Context: an optimization exercise on an open-source flow, tuned for small area. The choices shown serve that exercise and are no tape-out recipe.
The RTL was checked by simulation tests, not by an equivalence proof against the original design.
Power figures rest on the tool's default switching activity, not on a simulated workload. No driver is modelled on the clock port, so clocking that relies on it looks cheaper here than on a real chip.

Setup of run P:
// pm8121_codec
module pm8121_codec (
    input  wire        clk,
    input  wire        rst,
    input  wire        cmd_valid,
    output wire        cmd_ready,
    input  wire [15:0] cmd,
    output reg         rd_valid,
    output wire [7:0]  rd_data,
    input  wire        rx_valid,
    output wire        rx_ready,
    input  wire [9:0]  rx_word,
    output wire        tx_valid,
    input  wire        tx_ready,
    output wire [7:0]  tx_data,
    output wire        tx_last,
    input  wire        tx_fail
);
==> flow/config.mk <==
export PLATFORM = sky130hd
export DESIGN_NAME = pm8121_codec
export DESIGN_NICKNAME = pm8121_codec
export VERILOG_FILES = /design/flow/design.v
export SDC_FILE = /design/flow/constraint.sdc
export NUM_CORES = 4
export LEC_CHECK = 0
export CAP_MARGIN = 20
export CORE_MARGIN = 2
export CORE_UTILIZATION = 40
export CTS_CLUSTER_DIAMETER = 80
export CTS_CLUSTER_SIZE = 30
export SLEW_MARGIN = 20
==> flow/constraint.sdc <==
create_clock -name core_clock -period 10.0 [get_ports {clk}]
set_input_delay 2.0000 -clock core_clock [delete_from_list [all_inputs] [get_ports {clk}]]
set_output_delay 2.0000 -clock core_clock [all_outputs]
set_load 0.01 [all_outputs]
standard.sh (not shown) runs the stock make flow with config.mk's settings and CLKGATE_MAP_FILE= SYNTH_SCRIPT=/design/flow/synth_recipe.tcl, a recipe that flattens the netlist after the stock synthesis.
==> flow/flow/run.sh <==
#!/bin/bash
# The standard layout (standard.sh) with three changes:
#  1. synthesis uses flow/my_synth.tcl: the standard flow's synthesis script with an
#     area-oriented ABC mapping of the combinational logic (same registers);
#  2. clock tree synthesis runs without dummy loads, with clkbuf_8 in the tree
#     above the sink clusters;
#  3. the buffer placed on every input and output port is buf_1.
# The clock period, constraints, floorplan, power grid, tap cells,
# placement, routing and finishing are the standard flow's own.
set -euo pipefail
here=$(pwd)
sed "s#SYNTH_SCRIPT=[^ ]*#SYNTH_SCRIPT=$here/flow/my_synth.tcl#" standard.sh > my_standard.sh
grep -q "SYNTH_SCRIPT=$here/flow/my_synth.tcl" my_standard.sh
bash my_standard.sh synth > synth.log 2>&1
export CTS_ARGS="-sink_clustering_enable -repair_clock_nets -dont_use_dummy_load -sink_clustering_size 33 -sink_clustering_max_diameter 80 -tree_buf sky130_fd_sc_hd__clkbuf_8"
export BUFFER_PORTS_ARGS="-buffer_cell sky130_fd_sc_hd__buf_1"
bash standard.sh > standard.log 2>&1
==> flow/flow/my_synth.tcl <==
# The standard synthesis script (synth_recipe.tcl) with one change: ORFS's
# final ABC technology mapping of the combinational logic runs Yosys's default
# liberty-mapping script (with &nf area recovery) instead of ORFS's
# delay-oriented abc_speed.script. Flip-flops are mapped by dfflibmap before
# this step, so the registers, their names and their cells are unchanged.
proc synth {args} { yosys synth -nofsm -noshare {*}$args }
proc abc {args} {
  set keep {}
  set i 0
  while {$i < [llength $args]} {
    set a [lindex $args $i]
    if {$a in {-liberty -dont_use}} {
      lappend keep $a [lindex $args [expr {$i + 1}]]
      incr i 2
    } elseif {$a in {-script -constr -D}} {
      incr i 2
    } else {
      lappend keep $a
      incr i
    }
  }
  yosys abc {*}$keep -script "+strash;&get,-n;&fraig,-x;&put;scorr;dc2;dretime;strash;&get,-n;&dch,-f;&nf,-R,1000;&put"
}
source $::env(SCRIPTS_DIR)/synth.tcl
# left out here: clear keep_hierarchy, flatten, clean up, hide names made inside functions, write 1_2_yosys.v
Run P finished all stages; the layout is clean.
Setup changes, run P to run C
--- a/flow/flow/run.sh
+++ b/flow/flow/run.sh
@@ -15 +15 @@
-export CTS_ARGS="-sink_clustering_enable -repair_clock_nets -dont_use_dummy_load -sink_clustering_size 33 -sink_clustering_max_diameter 80 -tree_buf sky130_fd_sc_hd__clkbuf_8"
+export CTS_ARGS="-sink_clustering_enable -repair_clock_nets -dont_use_dummy_load -sink_clustering_size 30 -sink_clustering_max_diameter 80 -tree_buf sky130_fd_sc_hd__clkbuf_8"
--- outcome ---
Looking at run C and run P, the part of the power in combinational logic is a wash.
Taking run P as the reference, in run C cell count neither gained nor lost much; setup slack picked up an extra 36 ps.

what the ideal ports hide:
The flow's constraints put no driver on any port. The routed layouts listed below were extracted and timed again, unchanged, in two steps. Step 1 (the two cells are an assumption about what drives the block):
set clk [get_ports {clk}]
set_driving_cell -lib_cell sky130_fd_sc_hd__clkbuf_16 $clk
set_driving_cell -lib_cell sky130_fd_sc_hd__buf_2 [delete_from_list [all_inputs] $clk]
Step 2, shift: input delay + t, output delay - t, t = (earliest + latest rising clock arrival at the registers) / 2. This alone moves slack from input paths to output paths. Slacks: ideal ports / drivers / drivers and shift; pairs: ideal ports / drivers.
run	t (ns)	slack for setup (ns)	hold WS [ns]	worst setup path after step 2
run P	0.862	1.551 / 1.520 / 1.231	0.239 / 0.239 / 0.239	input to register
run C	0.914	1.587 / 1.561 / 1.280	0.213 / 0.213 / 0.213	input to register
After both steps every run listed still meets setup and hold. For run P, which loses most, drivers alone change the setup slack by -0.031 ns; drivers and shift together by -0.320 ns.
